Background: an optimization exercise with open tools, aiming at small area, a short achievable clock period and few clock cycles per item. Do not read the settings as production practice. RTL that was checked went through simulation tests only; none was proved equivalent to the original. Power and IR drop assume default switching activity.

## rdm_responder
module rdm_responder (
    input  wire        clk,
    input  wire        rst,            
    input  wire [47:0] own_uid,        
    input  wire        rx_valid,
    input  wire [7:0]  rx_data,
    input  wire        rx_last,
    output reg         rx_ready,
    output reg         tx_valid,
    output reg  [7:0]  tx_data,
    output reg         tx_last,
    output reg         tx_break,
    input  wire        tx_ready,
    output reg         mute_line,
    output reg         mute_evt,
    output reg         identify_line,
    output reg         identify_evt
);
    function [5:0] inc6(input [5:0] a);
        inc6 = a ^ {&a[4:0], &a[3:0], &a[2:0], &a[1:0], a[0], 1'b1};
    endfunction
    function [5:0] dec6(input [5:0] a);
        dec6 = a ^ {~|a[4:0], ~|a[3:0], ~|a[2:0], ~|a[1:0], ~a[0], 1'b1};
    endfunction
    function [7:0] inc8(input [7:0] a);
        inc8 = a ^ {&a[6:0], &a[5:0], &a[4:0], &a[3:0], &a[2:0], &a[1:0], a[0], 1'b1};
    endfunction
    function cy8(input [7:0] a, input [7:0] b);
        reg [7:0] g, t;
        begin
            g = a & b;
            t = a | b;
            cy8 = g[7] | (t[7] & (g[6] | (t[6] & (g[5] | (t[5] & (g[4] |
                  (t[4] & (g[3] | (t[3] & (g[2] | (t[2] & (g[1] | (t[1] & g[0])))))))))))));
        end
    endfunction
    function ge8c(input [7:0] a, input [7:0] k);      
        integer i;
        reg r, e;
        begin
            r = 1'b0; e = 1'b1;
            for (i = 7; i >= 0; i = i - 1) begin
                if (!k[i]) r = r | (e & a[i]);
                e = e & ~(a[i] ^ k[i]);
            end
            ge8c = r | e;
        end
    endfunction
  ...
Size: about 2400 cells after synthesis.
==> flow/config.mk <==
export PLATFORM = sky130hd
export DESIGN_NAME = rdm_responder
export DESIGN_NICKNAME = rdm_responder
export VERILOG_FILES = /design/flow/design.v
export SDC_FILE = /design/flow/constraint.sdc
export NUM_CORES = 4
export LEC_CHECK = 0
export CAP_MARGIN = 20
export CORE_MARGIN = 2
export CORE_UTILIZATION = 70
export CTS_CLUSTER_DIAMETER = 80
export CTS_CLUSTER_SIZE = 30
export PLACE_DENSITY = 0.85
export SLEW_MARGIN = 20
==> flow/constraint.sdc <==
create_clock -name core_clock -period 10.0 [get_ports {clk}]
set_input_delay 2.0000 -clock core_clock [delete_from_list [all_inputs] [get_ports {clk}]]
set_output_delay 2.0000 -clock core_clock [all_outputs]
set_load 0.01 [all_outputs]
standard.sh (not shown) runs the stock make flow with config.mk's settings and CLKGATE_MAP_FILE= SYNTH_SCRIPT=/design/flow/synth_recipe.tcl, a recipe that flattens the netlist after the stock synthesis.
==> flow/flow/run.sh <==
#!/bin/bash
# Standard layout (the standard.sh, unchanged), with timing repair asked
# for SETUP_SLACK_MARGIN ns of extra setup slack at the design's own clock,
# and the port buffers made with the plain buf_1 cell.
set -euo pipefail
cd "$(dirname "$0")/.."
export SETUP_SLACK_MARGIN=7.0
export BUFFER_PORTS_ARGS="-buffer_cell sky130_fd_sc_hd__buf_1"
bash standard.sh finish > flow_make.log 2>&1
The starting point completed with no timing, DRC or antenna violations.
Then changed:
==> flow/flow/run.sh (replaced) <==
#!/bin/bash
# Standard layout (the standard.sh, unchanged), with timing repair asked
# for SETUP_SLACK_MARGIN ns of extra setup slack at the design's own clock,
# the port buffers made with the plain buf_1 cell, and no dummy loads in CTS.
set -euo pipefail
cd "$(dirname "$0")/.."
export SETUP_SLACK_MARGIN=6.95
export BUFFER_PORTS_ARGS="-buffer_cell sky130_fd_sc_hd__buf_1"
export CTS_ARGS="-sink_clustering_enable -repair_clock_nets -sink_clustering_size 30 -sink_clustering_max_diameter 80 -dont_use_dummy_load"
bash standard.sh finish > flow_make.log 2>&1
Result: Wire length rose by about 1.4%. Total power went down by about 3.3%. Flip-flop and latch count stays the same. Hold slack degrades by 0.080 ns. Register-to-register slack loses 0.08 ns.
No run of this note included a check of the RTL's function; only the layout flow was run.

---

Another version of the RTL of rdm_responder (not shown whole).
Size: ~820 flip-flops, roughly 77 I/O pins.
==> flow/config.mk <==
export PLATFORM = sky130hd
export DESIGN_NAME = rdm_responder
export DESIGN_NICKNAME = rdm_responder
export VERILOG_FILES = /design/flow/design.v
export SDC_FILE = /design/flow/constraint.sdc
export NUM_CORES = 4
export LEC_CHECK = 0
export CAP_MARGIN = 50
export CORE_MARGIN = 2
export CORE_UTILIZATION = 60
export PLACE_DENSITY = 0.75
export SLEW_MARGIN = 50
==> flow/constraint.sdc <==
create_clock -name core_clock -period 10.0 [get_ports {clk}]
set_input_delay 2.0000 -clock core_clock [delete_from_list [all_inputs] [get_ports {clk}]]
set_output_delay 2.0000 -clock core_clock [all_outputs]
set_load 0.01 [all_outputs]
==> flow/flow/run.sh <==
#!/bin/bash
# Standard layout (the standard.sh, unchanged), with timing repair asked
# for $SETUP_SLACK_MARGIN ns of extra setup slack at the design's own clock.
set -euo pipefail
cd "$(dirname "$0")/.."
export SETUP_SLACK_MARGIN=6.5
bash standard.sh finish > flow_make.log 2>&1
Testbench counts at the start, summed over its fixed seeds: cycles 39,462, requests 1,280.
Then changed:
==> flow/run.sh (new file) <==
#!/bin/bash
# synth_recipe.tcl (not shown) runs the flow's synth.tcl, then flattens the netlist and writes it again
# the make line also repeats each setting of config.mk as NAME=value (left out here)
make -C /OpenROAD-flow-scripts/flow DESIGN_CONFIG=/design/flow/config.mk WORK_HOME=/design/flow/orfs CLKGATE_MAP_FILE= SYNTH_SCRIPT=/design/flow/synth_recipe.tcl finish
Settings changed: CTS_BUF_LIST set to sky130_fd_sc_hd__clkbuf_4 sky130_fd_sc_hd__clkbuf_8.
removed: flow/flow/run.sh
removed: flow/standard.sh
=>
- combinational power is about the same
- worst setup slack got worse by 760 ps
- sequential cell count is unchanged
- routed wire length decreases by 1.5%
- design area decreases by 0.48%
- die area is unchanged
- total power decreases by 1.7%
Then changed:
Settings changed: CTS_BUF_LIST sky130_fd_sc_hd__clkbuf_4 sky130_fd_sc_hd__clkbuf_8 to not set.
Outcome:
- The changed run ran to the end with no violations
- critical path depth does not change
- total power rose by about 1.7%
- wire length goes up by 1.3%
- design area hardly moves
- via count decreases by about 0.9%
- global-route usage increases by 0.37 points
- fmax grows by 0.44%
- count of clock-buffer cells in the layout decreases by 80

---

## run A
rdm_responder, a different RTL version from the one above (not shown whole).
For scale: ~2400 cells after synthesis, roughly 830 flip-flops, about 77 I/O pins, about 0.029 mm^2 of cells after synthesis.
Design rdm_responder, start of the top module:
module rdm_responder (
    input  wire        clk,
    input  wire        rst,            
    input  wire [47:0] own_uid,        
    input  wire        rx_valid,
    input  wire [7:0]  rx_data,
    input  wire        rx_last,
    output reg         rx_ready,
    output reg         tx_valid,
    output reg  [7:0]  tx_data,
    output reg         tx_last,
    output reg         tx_break,
    input  wire        tx_ready,
    output reg         mute_line,
    output reg         mute_evt,
    output reg         identify_line,
    output reg         identify_evt
);
export LEC_CHECK = 0
export CAP_MARGIN = 20
export CORE_MARGIN = 2
export CORE_UTILIZATION = 60
export CTS_CLUSTER_DIAMETER = 80
export CTS_CLUSTER_SIZE = 30
export PLACE_DENSITY = 0.75
export SLEW_MARGIN = 20
create_clock -name core_clock -period 10.0 [get_ports {clk}]
==> flow/flow/run.sh <==
#!/bin/bash
# Standard layout (the standard.sh, unchanged), with timing repair asked
# for SETUP_SLACK_MARGIN ns of extra setup slack at the design's own clock,
# and the port buffers made with the plain buf_1 cell.
set -euo pipefail
cd "$(dirname "$0")/.."
export SETUP_SLACK_MARGIN=6.85
export BUFFER_PORTS_ARGS="-buffer_cell sky130_fd_sc_hd__buf_1"
bash standard.sh finish > flow_make.log 2>&1
Testbench counts of run A, summed over its fixed seeds: cycles 39,462, requests 1,280.
For run B, these inputs were changed with respect to run A:
--- a/flow/flow/run.sh
+++ b/flow/flow/run.sh
@@ -5,5 +5,5 @@
 set -euo pipefail
 cd "$(dirname "$0")/.."
-export SETUP_SLACK_MARGIN=6.85
+export SETUP_SLACK_MARGIN=7.0
 export BUFFER_PORTS_ARGS="-buffer_cell sky130_fd_sc_hd__buf_1"
 bash standard.sh finish > flow_make.log 2>&1
--- outcome ---
Initial antenna violation count sits lower in run B than in run A. Against run A as the reference, run B delivers a higher met3 usage in global routing. Lower global-route wire length before repair was reported by run A, not run B. Sequential fraction of design power: run B < run A. In the tables for run A and run B, post-route standard cell area excluding fillers reads higher with run B. Against run A, run B comes in 19 higher on total of plain and repair buffers excluding clock buffers. Count of clock-buffer cells in the layout up about 13% in run B wrt run A. Post-cts repair resize count: run B vs run A up about 170%. Run B: global-route usage over all layers is 0.29 points higher than what run A reported. Combined area of the multi-input logic cells for run B: 1.3% up relative to run A. Going from run A to run B, setup slack grows by 0.050 ns.

---

Starting RTL as in the previous note.
==> flow/design.v (excerpt) <==
module rdm_responder (
    input  wire        clk,
    input  wire        rst,            
    input  wire [47:0] own_uid,        
    input  wire        rx_valid,
    input  wire [7:0]  rx_data,
    input  wire        rx_last,
    output reg         rx_ready,
    output reg         tx_valid,
    output reg  [7:0]  tx_data,
    output reg         tx_last,
    output reg         tx_break,
    input  wire        tx_ready,
    output reg         mute_line,
    output reg         mute_evt,
    output reg         identify_line,
    output reg         identify_evt
);
clock: 10.0 ns
lec_check: 0
cap_margin: 20
core_margin: 2
core_utilization: 70
cts_cluster_diameter: 80
cts_cluster_size: 30
place_density: 0.85
slew_margin: 20
==> flow/flow/run.sh <==
#!/bin/bash
# Standard layout (the standard.sh, unchanged), with timing repair asked
# for SETUP_SLACK_MARGIN ns of extra setup slack at the design's own clock,
# and the port buffers made with the plain buf_1 cell.
set -euo pipefail
cd "$(dirname "$0")/.."
export SETUP_SLACK_MARGIN=6.95
export BUFFER_PORTS_ARGS="-buffer_cell sky130_fd_sc_hd__buf_1"
bash standard.sh finish > flow_make.log 2>&1
Testbench counts at the start, summed over its fixed seeds: cycles 39,462, requests 1,280.
Then changed:
--- a/flow/flow/run.sh
+++ b/flow/flow/run.sh
@@ -7 +7 @@
-export SETUP_SLACK_MARGIN=6.95
+export SETUP_SLACK_MARGIN=7.0
CORE_UTILIZATION = 60   (was 70)
CTS_CLUSTER_DIAMETER = 100   (was 80)
CTS_CLUSTER_SIZE = 24   (was 30)
PLACE_DENSITY = 0.75   (was 0.85)
After rerunning: Final area increases slightly. Area after synthesis stays the same. Register-to-register slack got worse by 0.07 ns. Sequential power hardly moves. Routed wire length decreases by a few percent. Critical path depth increases by 10. Setup slack got worse by 0.0037 ns. Via count decreases by a few percent. Synthesized cell count stays the same. Non-clock buffer count increases by 16.
Then changed:
ABC_AREA = 1   (was not set)
CORE_UTILIZATION = 70   (was 60)
CTS_CLUSTER_DIAMETER = 80   (was 100)
CTS_CLUSTER_SIZE = 30   (was 24)
PLACE_DENSITY = 0.85   (was 0.75)
Effect: Total power is higher by about 2.8%. Critical path depth is higher by 8. Worst setup slack loses 0.15 ns. First-iteration DRC count is higher by 71%.
Then changed:
--- a/flow/flow/run.sh
+++ b/flow/flow/run.sh
@@ -4 +4 @@
-# and the port buffers made with the plain buf_1 cell.
+# the port buffers made with the plain buf_1 cell, and no dummy loads in CTS.
@@ -7 +7 @@
-export SETUP_SLACK_MARGIN=7.0
+export SETUP_SLACK_MARGIN=6.95
@@ -8,0 +9 @@
+export CTS_ARGS="-sink_clustering_enable -repair_clock_nets -sink_clustering_size 26 -sink_clustering_max_diameter 70 -dont_use_dummy_load"
ABC_AREA = not set   (was 1)
CTS_CLUSTER_DIAMETER = 70   (was 80)
CTS_CLUSTER_SIZE = 26   (was 30)
What happened: Power shrinks by 4.9%; setup slack gains 0.15 ns; non-clock buffer count shrinks by 35; design area shrinks by 0.87%; combinational power shrinks by 27%; flip-flop and latch count stays the same; routed wire length shrinks by 6.8%; die area grows by 2.5%; count of clock-buffer cells in the layout shrinks by 5.

==> afterwards: timing with drivers on the ports <==
No port has a modelled driver above. Below, the same layouts with a new extraction and two added sets of constraints. Step 1 (the two cells are an assumption about what drives the block):
set clk [get_ports {clk}]
set_driving_cell -lib_cell sky130_fd_sc_hd__clkbuf_16 $clk
set_driving_cell -lib_cell sky130_fd_sc_hd__buf_2 [delete_from_list [all_inputs] $clk]
Step 2 adds t to the input delays and takes it off the output delays; t is the mean of the earliest and latest rising clock arrival at the registers after step 1. Input paths then give back, and output paths get back, about the clock's delay inside the block. a / b / c = ideal ports / drivers / drivers and shift; a / b = the first two.
run | t, ns | setup slack, ns | pins driven straight from the clock port
the first run of note 1 | 0.647 | 6.848 / 6.792 / 6.663 | 1
the second run of note 1 | 0.600 | 6.859 / 6.805 / 6.594 | 1
the first run of note 2 | 0.676 | 6.575 / 6.533 / 6.367 | 1
the second run of note 2 | 0.770 | 5.812 / 5.812 / 5.812 | 1
the third run of note 2 | 0.676 | 5.830 / 5.830 / 5.830 | 1
run A | 0.650 | 6.880 / 6.819 / 6.426 | 1
run B | 0.642 | 6.930 / 6.873 / 6.668 | 1
the first run of note 4 | 0.635 | 6.916 / 6.857 / 6.571 | 1
the second run of note 4 | 0.641 | 6.912 / 6.876 / 6.502 | 1
the third run of note 4 | 0.665 | 6.758 / 6.758 / 6.758 | 1
the fourth run of note 4 | 0.618 | 6.906 / 6.846 / 6.568 | 1
After both steps every run listed still meets setup and hold. The setup slack of run A, which loses most, moves by -0.061 ns with the drivers and by -0.454 ns with both steps.
